Source: an optimization exercise on an open RTL-to-GDS flow (aim: small area). Production flows keep margins and buffers that such runs may drop.
Function was checked by simulation only, so behaviour that the tests miss may differ from the original.
Power is estimated from default activity; no workload was simulated.

File: flow/run.sh
#!/bin/bash
# synth_recipe.tcl (not shown) runs the flow's synth.tcl, then flattens the netlist and writes it again
# the make line also repeats each setting of config.mk as NAME=value (left out here)
make -C /OpenROAD-flow-scripts/flow DESIGN_CONFIG=/design/flow/config.mk WORK_HOME=/design/flow/orfs CLKGATE_MAP_FILE= SYNTH_SCRIPT=/design/flow/synth_recipe.tcl finish
File: flow/config.mk
export PLATFORM = sky130hd
export DESIGN_NAME = kraken_tx
export DESIGN_NICKNAME = kraken_tx
export VERILOG_FILES = /design/flow/design.v
export SDC_FILE = /design/flow/constraint.sdc
export NUM_CORES = 4
export LEC_CHECK = 0
export CAP_MARGIN = 20
export CORE_MARGIN = 2
export CORE_UTILIZATION = 40
export SLEW_MARGIN = 20
File: flow/constraint.sdc
create_clock -name core_clock -period 10.0 [get_ports {clk}]
set_input_delay 2.0000 -clock core_clock [delete_from_list [all_inputs] [get_ports {clk}]]
set_output_delay 2.0000 -clock core_clock [all_outputs]
set_load 0.01 [all_outputs]
File: flow/design.v
module kraken_enc (
    input  wire [31:0] cmd,
    output reg  [3:0]  err,      
    output reg         which,    
    output reg  [7:0]  val,      
    output reg  [4:0]  len,      
    output reg  [61:0] sym       
);
    localparam [1:0] S_ZERO  = 2'd0;
    localparam [1:0] S_ONE   = 2'd1;
    localparam [1:0] S_FLOAT = 2'd2;
    localparam [15:0] DARIO_ON  = {S_FLOAT, S_ZERO, S_ZERO, S_FLOAT, S_ZERO, S_FLOAT, S_FLOAT, S_ZERO};
    localparam [15:0] DARIO_OFF = {S_ZERO, S_FLOAT, S_ZERO, S_FLOAT, S_ZERO, S_FLOAT, S_FLOAT, S_ZERO};
    wire [3:0] fam   = cmd[7:4];
    wire [3:0] proto = cmd[11:8];
    wire       st    = cmd[12];
    wire [7:0] m     = cmd[23:16];
    wire [7:0] s     = cmd[31:24];
    function [1:0] bitmap(input b);
        bitmap = b ? S_ZERO : S_FLOAT;
    endfunction
    reg        m_ok, s_ok;
    reg [3:0]  s_idx;
    integer    i;
    always @(*) begin
        case (fam)
            4'd0:    begin m_ok = (m <= 8'd31); s_ok = (s <= 8'd31); end
            4'd1:    begin m_ok = (m <= 8'd15); s_ok = (s >= 8'd1) && (s <= 8'd16); end
            4'd2:    begin m_ok = (m <= 8'd3);  s_ok = (s >= 8'd1) && (s <= 8'd3); end
            4'd3:    begin m_ok = (m <= 8'd63); s_ok = (s <= 8'd63); end
            default: begin m_ok = 1'b0; s_ok = 1'b0; end
        endcase
        s_idx = s[3:0] - 4'd1;
        err   = 4'd0;
        which = 1'b0;
        val   = 8'd0;
        if (proto == 4'd0 || proto > 4'd3) begin
            err = 4'd2; val = {4'd0, proto};
        end else if (fam > 4'd3) begin
            err = 4'd1; val = {4'd0, fam};
        end else if (!m_ok) begin
            err = 4'd3; val = m;
        end else if (!s_ok) begin
            err = 4'd3; which = 1'b1; val = s;
        end
        sym = 62'd0;
        len = 5'd0;
        case (fam)
            4'd0: begin  
                len = 5'd12;
                for (i = 0; i < 5; i = i + 1) begin
                    sym[2*i +: 2]       = bitmap(m[4-i]);
                    sym[2*(i+5) +: 2]   = bitmap(s[4-i]);
                end
                sym[2*10 +: 2] = st ? S_ZERO  : S_FLOAT;
                sym[2*11 +: 2] = st ? S_FLOAT : S_ZERO;
            end
            4'd1: begin  
                len = 5'd12;
                for (i = 0; i < 4; i = i + 1) begin
                    sym[2*i +: 2]       = m[i]     ? S_FLOAT : S_ZERO;
                    sym[2*(i+4) +: 2]   = s_idx[i] ? S_FLOAT : S_ZERO;
                end
                sym[2*8  +: 2] = S_ZERO;
                sym[2*9  +: 2] = S_FLOAT;
                sym[2*10 +: 2] = S_FLOAT;
                sym[2*11 +: 2] = st ? S_FLOAT : S_ZERO;
            end
            4'd2: begin  
                len = 5'd12;
                for (i = 0; i < 4; i = i + 1)
                    sym[2*i +: 2] = (m[1:0] == i[1:0]) ? S_ONE : S_FLOAT;
                for (i = 0; i < 3; i = i + 1)
                    sym[2*(i+4) +: 2] = (s_idx[1:0] == i[1:0]) ? S_ONE : S_FLOAT;
                sym[2*7  +: 2] = S_FLOAT;
                sym[2*8  +: 2] = S_FLOAT;
                sym[2*9  +: 2] = S_FLOAT;
                sym[2*10 +: 2] = st ? S_FLOAT : S_ZERO;
                sym[2*11 +: 2] = st ? S_FLOAT : S_ZERO;
            end
            4'd3: begin  
                len = 5'd21;
                sym[1:0] = S_ZERO;
                for (i = 0; i < 6; i = i + 1) begin
                    sym[2*(i+1) +: 2] = bitmap(m[5-i]);
                    sym[2*(i+7) +: 2] = bitmap(s[5-i]);
                end
                sym[2*13 +: 16] = st ? DARIO_ON : DARIO_OFF;
            end
            default: ;
        endcase
    end
endmodule
module kraken_tx #(
    parameter integer CYC_PER_US = 1,      
    parameter integer UNIT_US_1  = 350,
    parameter integer UNIT_US_2  = 650,
    parameter integer UNIT_US_3  = 100,
    parameter integer DEFAULT_REPEAT = 10
) (
    input  wire        clk,
    input  wire        rst,
    input  wire        reg_sel,
    input  wire        reg_we,
    input  wire [3:0]  reg_addr,
    input  wire [31:0] reg_wdata,
    output reg  [31:0] reg_rdata,
    output wire        reg_ready,
    output reg         sl_req,
    output reg         sl_val,
    input  wire        sl_ack,
    input  wire        sl_err,
    output wire        line_en,
    input  wire        cancel_i
);
    localparam [3:0] A_CMD = 4'd0, A_CW_LEN = 4'd1, A_CW_LO = 4'd2, A_CW_HI = 4'd3,
                     A_ENCSTAT = 4'd4, A_TXSTAT = 4'd5, A_WRCNT = 4'd6, A_TXPOS = 4'd7;
    localparam [3:0] OP_ENC = 4'h1, OP_TX = 4'h2, OP_TXR = 4'h3, OP_CANCEL = 4'h4;
    localparam [1:0] ST_IDLE = 2'd0, ST_EXPORT = 2'd1, ST_FRAME = 2'd2, ST_REPEAT = 2'd3;
    localparam [3:0] E_OK = 4'd0, E_PROTO = 4'd2, E_LINE = 4'd4, E_CANCEL = 4'd5;
    localparam [1:0] S_ZERO = 2'd0, S_ONE = 2'd1, S_FLOAT = 2'd2;
    reg [4:0]  cw_len;
    reg [61:0] cw_sym;
    reg        e_done;
    reg [3:0]  e_err;
    reg        e_which;
    reg [7:0]  e_val;
    reg [1:0]  state;
    reg        exported;
    reg        line_lvl;
    reg        cancel_pend;
    reg        t_done;
    reg [3:0]  t_err;
    reg [7:0]  t_val;
    reg [15:0] pos_r;
    reg [4:0]  pos_i;
    reg [1:0]  pos_ph;
    reg        pos_sub;    
    reg [4:0]  t_len;
    reg [61:0] t_sym;
    reg [3:0]  t_proto;
    reg [15:0] t_rep;
    reg [31:0] wrcnt;
    reg [13:0] tmr;
    wire busy = (state != ST_IDLE);
    assign line_en = exported;
    wire       wr       = reg_sel & reg_we;
    wire       wr_cmd   = wr & (reg_addr == A_CMD);
    wire [3:0] op       = reg_wdata[3:0];
    wire       is_tx    = (op == OP_TX) | (op == OP_TXR);
    wire       tx_held  = wr_cmd & is_tx & busy;
    assign reg_ready    = ~tx_held;
    wire       do_enc    = wr_cmd & (op == OP_ENC);
    wire       do_tx     = wr_cmd & is_tx & ~busy;
    wire       do_cancel = (wr_cmd & (op == OP_CANCEL)) | cancel_i;
    wire       cancel_now = cancel_pend | do_cancel;    
    wire [3:0] cmd_proto = reg_wdata[11:8];
    wire       proto_ok  = (cmd_proto >= 4'd1) && (cmd_proto <= 4'd3);
    wire [3:0]  enc_err;
    wire        enc_which;
    wire [7:0]  enc_val;
    wire [4:0]  enc_len;
    wire [61:0] enc_sym;
    kraken_enc u_enc (
        .cmd   (reg_wdata),
        .err   (enc_err),
        .which (enc_which),
        .val   (enc_val),
        .len   (enc_len),
        .sym   (enc_sym)
    );
    wire        is_sync = (pos_i == t_len);
    wire [1:0]  cur_sym = t_sym[2*pos_i +: 2];
    wire [1:0]  last_ph = is_sync ? 2'd1 : 2'd3;
    reg  [6:0]  units;
    reg  [9:0]  unit_us;
    always @(*) begin
        if (is_sync) begin
            if (pos_ph[0] == 1'b0)
                units = 7'd1;
            else case (t_proto)
                4'd1:    units = 7'd31;
                4'd2:    units = 7'd10;
                default: units = 7'd71;
            endcase
        end else begin
            case (pos_ph)
                2'd0: units = (cur_sym == S_ONE) ? 7'd3 : 7'd1;
                2'd1: units = (cur_sym == S_ONE) ? 7'd1 : 7'd3;
                2'd2: units = (cur_sym == S_ZERO) ? 7'd1 : 7'd3;
                default: units = (cur_sym == S_ZERO) ? 7'd3 : 7'd1;
            endcase
        end
        case (t_proto)
            4'd1:    unit_us = UNIT_US_1[9:0];
            4'd2:    unit_us = UNIT_US_2[9:0];
            default: unit_us = UNIT_US_3[9:0];
        endcase
    end
    wire [31:0] wait_prod   = units * unit_us * CYC_PER_US;
    wire [13:0] wait_cycles = wait_prod[13:0];
    always @(posedge clk) begin
        if (rst) begin
            cw_len      <= 5'd0;
            cw_sym      <= 62'd0;
            e_done      <= 1'b0;
            e_err       <= 4'd0;
            e_which     <= 1'b0;
            e_val       <= 8'd0;
            state       <= ST_IDLE;
            exported    <= 1'b0;
            line_lvl    <= 1'b0;
            cancel_pend <= 1'b0;
            t_done      <= 1'b0;
            t_err       <= 4'd0;
            t_val       <= 8'd0;
            pos_r       <= 16'd0;
            pos_i       <= 5'd0;
            pos_ph      <= 2'd0;
            pos_sub     <= 1'b0;
            t_len       <= 5'd0;
            t_sym       <= 62'd0;
            t_proto     <= 4'd0;
            t_rep       <= 16'd0;
            wrcnt       <= 32'd0;
            tmr         <= 14'd0;
            sl_req      <= 1'b0;
            sl_val      <= 1'b0;
        end else begin
            if (wr && reg_addr == A_CW_LEN) cw_len <= reg_wdata[4:0];
            if (wr && reg_addr == A_CW_LO)  cw_sym[31:0]  <= reg_wdata;
            if (wr && reg_addr == A_CW_HI)  cw_sym[61:32] <= reg_wdata[29:0];
            if (do_enc) begin
                e_done  <= 1'b1;
                e_err   <= enc_err;
                e_which <= enc_which;
                e_val   <= enc_val;
                if (enc_err == 4'd0) begin
                    cw_len <= enc_len;
                    cw_sym <= enc_sym;
                end
            end
            if (do_cancel && busy)
                cancel_pend <= 1'b1;
            if (do_tx) begin
                if (!proto_ok) begin
                    t_err  <= E_PROTO;
                    t_val  <= {4'd0, cmd_proto};
                    t_done <= 1'b1;
                end else begin
                    t_len       <= cw_len;
                    t_sym       <= cw_sym;
                    t_proto     <= cmd_proto;
                    t_rep       <= (op == OP_TXR) ? reg_wdata[31:16] : DEFAULT_REPEAT[15:0];
                    wrcnt       <= 32'd0;
                    cancel_pend <= 1'b0;
                    t_done      <= 1'b0;
                    t_err       <= E_OK;
                    t_val       <= 8'd0;
                    state       <= ST_EXPORT;
                end
            end
            case (state)
                ST_EXPORT: begin
                    if (cancel_now) begin
                        state <= ST_IDLE; t_err <= E_CANCEL; t_done <= 1'b1; cancel_pend <= 1'b0;
                    end else begin
                        exported <= 1'b1;
                        if (t_rep == 16'd0) begin
                            state <= ST_IDLE; t_err <= E_OK; t_done <= 1'b1; cancel_pend <= 1'b0;
                        end else begin
                            pos_r   <= 16'd0;
                            pos_i   <= 5'd0;
                            pos_ph  <= 2'd0;
                            pos_sub <= 1'b0;
                            state   <= ST_FRAME;
                        end
                    end
                end
                ST_FRAME: begin
                    if (pos_sub == 1'b0) begin
                        if (!sl_req) begin
                            if (cancel_now) begin
                                state <= ST_IDLE; t_err <= E_CANCEL; t_done <= 1'b1; cancel_pend <= 1'b0;
                            end else begin
                                sl_req <= 1'b1;
                                sl_val <= ~pos_ph[0];
                                wrcnt  <= wrcnt + 32'd1;
                            end
                        end else if (sl_ack) begin
                            sl_req <= 1'b0;
                            if (sl_err) begin
                                state <= ST_IDLE; t_err <= E_LINE; t_done <= 1'b1; cancel_pend <= 1'b0;
                            end else begin
                                line_lvl <= sl_val;
                                pos_sub  <= 1'b1;
                                tmr      <= wait_cycles;
                            end
                        end
                    end else begin
                        if (cancel_pend) begin
                            state <= ST_IDLE; t_err <= E_CANCEL; t_done <= 1'b1; cancel_pend <= 1'b0;
                        end else begin
                            tmr <= tmr - 14'd1;
                            if (tmr == 14'd1) begin
                                if (pos_ph < last_ph) begin
                                    pos_ph  <= pos_ph + 2'd1;
                                    pos_sub <= 1'b0;
                                end else if (pos_i < t_len) begin
                                    pos_i   <= pos_i + 5'd1;
                                    pos_ph  <= 2'd0;
                                    pos_sub <= 1'b0;
                                end else begin
                                    state   <= ST_REPEAT;
                                end
                            end
                        end
                    end
                end
                ST_REPEAT: begin
                    if (cancel_now) begin
                        state <= ST_IDLE; t_err <= E_CANCEL; t_done <= 1'b1; cancel_pend <= 1'b0;
                    end else begin
                        pos_r <= pos_r + 16'd1;
                        if (pos_r + 16'd1 < t_rep) begin
                            pos_i   <= 5'd0;
                            pos_ph  <= 2'd0;
                            pos_sub <= 1'b0;
                            state   <= ST_FRAME;
                        end else begin
                            state <= ST_IDLE; t_err <= E_OK; t_done <= 1'b1; cancel_pend <= 1'b0;
                        end
                    end
                end
                default: ;
            endcase
        end
    end
    always @(*) begin
        case (reg_addr)
            A_CW_LEN:  reg_rdata = {27'd0, cw_len};
            A_CW_LO:   reg_rdata = cw_sym[31:0];
            A_CW_HI:   reg_rdata = {2'd0, cw_sym[61:32]};
            A_ENCSTAT: reg_rdata = {8'd0, e_val, 3'd0, e_which, e_err, 4'd0, e_done, 3'd0};
            A_TXSTAT:  reg_rdata = {8'd0, t_val, 4'd0, t_err, 1'b0, cancel_pend, line_lvl,
                                    exported, t_done, busy, state};
            A_WRCNT:   reg_rdata = wrcnt;
            A_TXPOS:   reg_rdata = {8'd0, pos_sub, pos_ph, pos_i, pos_r};
            default:   reg_rdata = 32'd0;
        endcase
    end
endmodule
==> impl_metrics.json <==
{
  "status": "complete, no violations",
  "port_buffers": 78,
  "fin_nets": 2032,
  "grt_max_degree": 79,
  "dr.first_iter.drc_count": 1448,
  "arrival_ps": 7610,
  "yosysTopAreaCellShare_pct": 34.71,
  "top_usage_layer": "met2",
  "vias": 14060,
  "setup_violations": 0,
  "tns_ps": 0,
  "powerDensity_nw_per_um2": 134.8,
  "met2_usage_pct": 43.40,
  "grt_use_met1_pct": 36.96,
  "r2r_cells": 21,
  "placed_cells": 2331,
  "rows": 69,
  "regArea_sq_um": 5045,
  "min_period_over_period_pct": 71.02,
  "min_path_cells": 2,
  "viasPerCell": 5.894,
  "gr-usage-all-layers_pct": 27.25,
  "wl_per_cell_microns": 22.15,
  "period_minus_slack_ps": 7102,
  "die_h_microns": 194.6,
  "ys_seq_area_share_pct": 34.71,
  "postCtsSetupRepairBufs": 0,
  "drt-total-wl_microns": 52820,
  "grt_pass1_vias": 13230,
  "die_w_microns": 194.6,
  "crit_fanout": 21,
  "h-tree-depth": 1,
  "grt_pass1_wl_microns": 80250,
  "ctsHoldBuffers": 0,
  "layout_common_cells": "nand2_1 (403), dfxtp_1 (252), a21oi_1 (200), nor2_1 (122), inv_1 (96)",
  "synth_cells": 1878,
  "tightestPinTransition_ps": 1171,
  "instances_no_fill": 2385,
  "multiInputGateArea_sq_um": 8745,
  "gr-total-overflow": 0,
  "crit_required_ps": 10500,
  "final_area_sq_um": 16700,
  "placed_area_sq_um": 15680,
  "cts_num_sinks": 252,
  "drv_cap": 0,
  "maxClockFrequency_mhz": 140.8,
  "yosys_warnings": 2,
  "cts_buffer_depth": 3,
  "yosys.area.top_type": "dfxtp_1",
  "die_area_sq_um": 37880,
  "antenna_found_initial": 0,
  "synth_area_sq_um": 14530,
  "clk_pin_slew_worst_paths_ps": 60,
  "hold_viol": 0,
  "drive_above_1_share_pct": 6.393,
  "critPathLaunchType": "flip-flop",
  "clock_tree.root_cell": "clkbuf_16",
  "cts_tree": "built",
  "cts.repair.resized": 0,
  "hp-class": "flip-flop to flip-flop",
  "fin_skew_ps": 11.78,
  "worstSkewPairLatency_ps": 570,
  "io_pins": 79,
  "remaining_drc_errors": 0,
  "p_leak_nw": 6.293,
  "end_kind": "flip-flop",
  "ant_nets": 0,
  "async_flop_share_pct": 0,
  "ys_types": 74,
  "rsz0062_at_grt": "false",
  "hpwlAfterDp_microns": 38210,
  "drv_slew": 0,
  "crit_type": "flip-flop to flip-flop",
  "setup_ws_ps": 2898,
  "ys_ff_latch": 252,
  "dpl_worst_slack_ps": 2914,
  "cts_made_buffers": 29,
  "syn_avg_cell_area_sq_um": 7.739,
  "fillers": 3572,
  "initial_core_util_pct": 40.76,
  "grt_use_met3_pct": 4.720,
  "antennaDiodeCount": 0,
  "yosys_most_used_dff": "dfxtp_1",
  "maxSlewHeadroom_pct": 21.67,
  "synthTopCellsByArea": "dfxtp_1 (35%), nand2_1 (10%), a21oi_1 (6.9%), ha_1 (5.4%), fa_1 (3.3%)",
  "dr.pass1.iters": 8,
  "core_sq_um": 35660,
  "area_growth_pct": 14.92,
  "synth_edf_count": 0,
  "place_congestion": 0.9516,
  "peakVddDrop_mv": 0.1141,
  "layout.cells.most_common": "nand2_1"
}
[layer usage]
metal,vias up,wire (microns)
met5,-,0
met4,0,2128
met1,6750,22880
met3,128,3927
li1,6599,-
met2,580,23880
[power by group]
part | internal (mW) | switching, mW | total [mW] | leakage, nW
sequential | 1.01 | 0.00244 | 1.01 | 2.03
clock | 0.654 | 0.461 | 1.12 | 0.477
combinational | 0.0394 | 0.0882 | 0.128 | 3.79
[per-stage QoR]
step,util (%),power (mW),hold slack (ps)
after floorplan,-,1.094,431.6
after global placement,43.96,1.155,441.0
after detailed placement,43.98,1.155,444.9
after CTS,46.76,2.259,453.1
after global routing,46.84,2.309,472.7
final,46.84,2.251,454.2
[synth_stat cells (all sizes together), types with 7 or more instances]
cell type,count
o21ai,69
mux4,15
and3,19
mux2,12
nand4,21
a21o,15
xor2,30
and2,7
o31ai,8
mux2i,15
dfxtp,252
or3,15
nand2b,14
fa,24
ha,63
a21oi,200
a31oi,10
nand3b,11
nor3,43
and4,9
nand2,405
a22oi,62
a311oi,10
buf,14
inv,96
a221oi,7
nor2b,8
nor4,11
clkbuf,103
xnor2,20
nand3,63
a211oi,8
a222oi,9
nor2,126
[critical path, cell delays in order, from the launching register on]
cell      delay (ps)
dfxtp_1          890
mux4_2           590
mux2_2           270
a21oi_1          180
o211ai_1         130
nor4_1           470
mux2i_1          550
o31ai_1          240
fa_1             560
inv_1             50
fa_1             470
inv_1             50
fa_1             530
inv_1             60
fa_1             520
inv_1             40
ha_1             330
nand2_1           70
o21ai_0          210
a21oi_1          110
or4b_2           610
nand3b_1         110
[cells by family after synthesis]
| group | after synthesis | share of synthesized area, % |
|---|---|---|
| fa+ha+maj | 87 | 8.729 |
| simple gates | 784 | 24.36 |
| compound gates | 449 | 19.15 |
| mux | 42 | 4.287 |
| other cells | 1 | 0.02580 |
| buf+inv | 213 | 5.716 |
| xor+xnor | 50 | 3.013 |
| flops | 252 | 34.71 |
[final cells by class]
type	instances	share of cell area, %
clock buffer	39	4.929
sequential	252	30.20
clock inverter	14	0.9963
tap	461	3.453
inverter	96	2.157
multi-input combinational	1420	52.36
timing repair buffer	103	5.903
[worst paths after layout]
kind / startpoint / end / slack, ps
worst min-delay path: t_sym[31] / t_sym[31] / 450
worst min register to register: t_sym[31] / t_sym[31] / 450
worst max-delay path: pos_i[0] / tmr[11] / 2900
worst max register to register: pos_i[0] / tmr[11] / 2900
[registers in the layout, indices dropped and copies added, names as in the netlist, 4 cells and up]
register,flops
cw_sym,62
t_len,5
e_val,8
t_sym,62
pos_i,5
pos_r,16
cw_len,5
t_rep,16
tmr,14
t_val,4
t_proto,4
wrcnt,32
t_err,4

-- re-timing with driven ports --
How much do the figures lean on ideal ports? The routed layout below was timed once more, with nothing changed but the port constraints. Step 1 sets driving cells, clkbuf_16 on the clock port and buf_2 on the other inputs (assumed; they add their load-dependent delay and slew). Step 2, shift: input delay + t, output delay - t, t = (earliest + latest rising clock arrival at the registers) / 2. This alone moves slack from input paths to output paths. Three values: ideal, step 1, step 2; two values: the first two.
t (ns): 0.617
setup slack, ns: 2.898 / 2.844 / 2.844
hold WS [ns]: 0.454 / 0.454 / 0.454
slew at the worst register clock pin (ns): 0.06 / 0.06
pins driven straight from the clock port: 1
After both steps this run still meets setup and hold. The setup slack of this run moves by -0.054 ns with the drivers and by -0.054 ns with both steps.
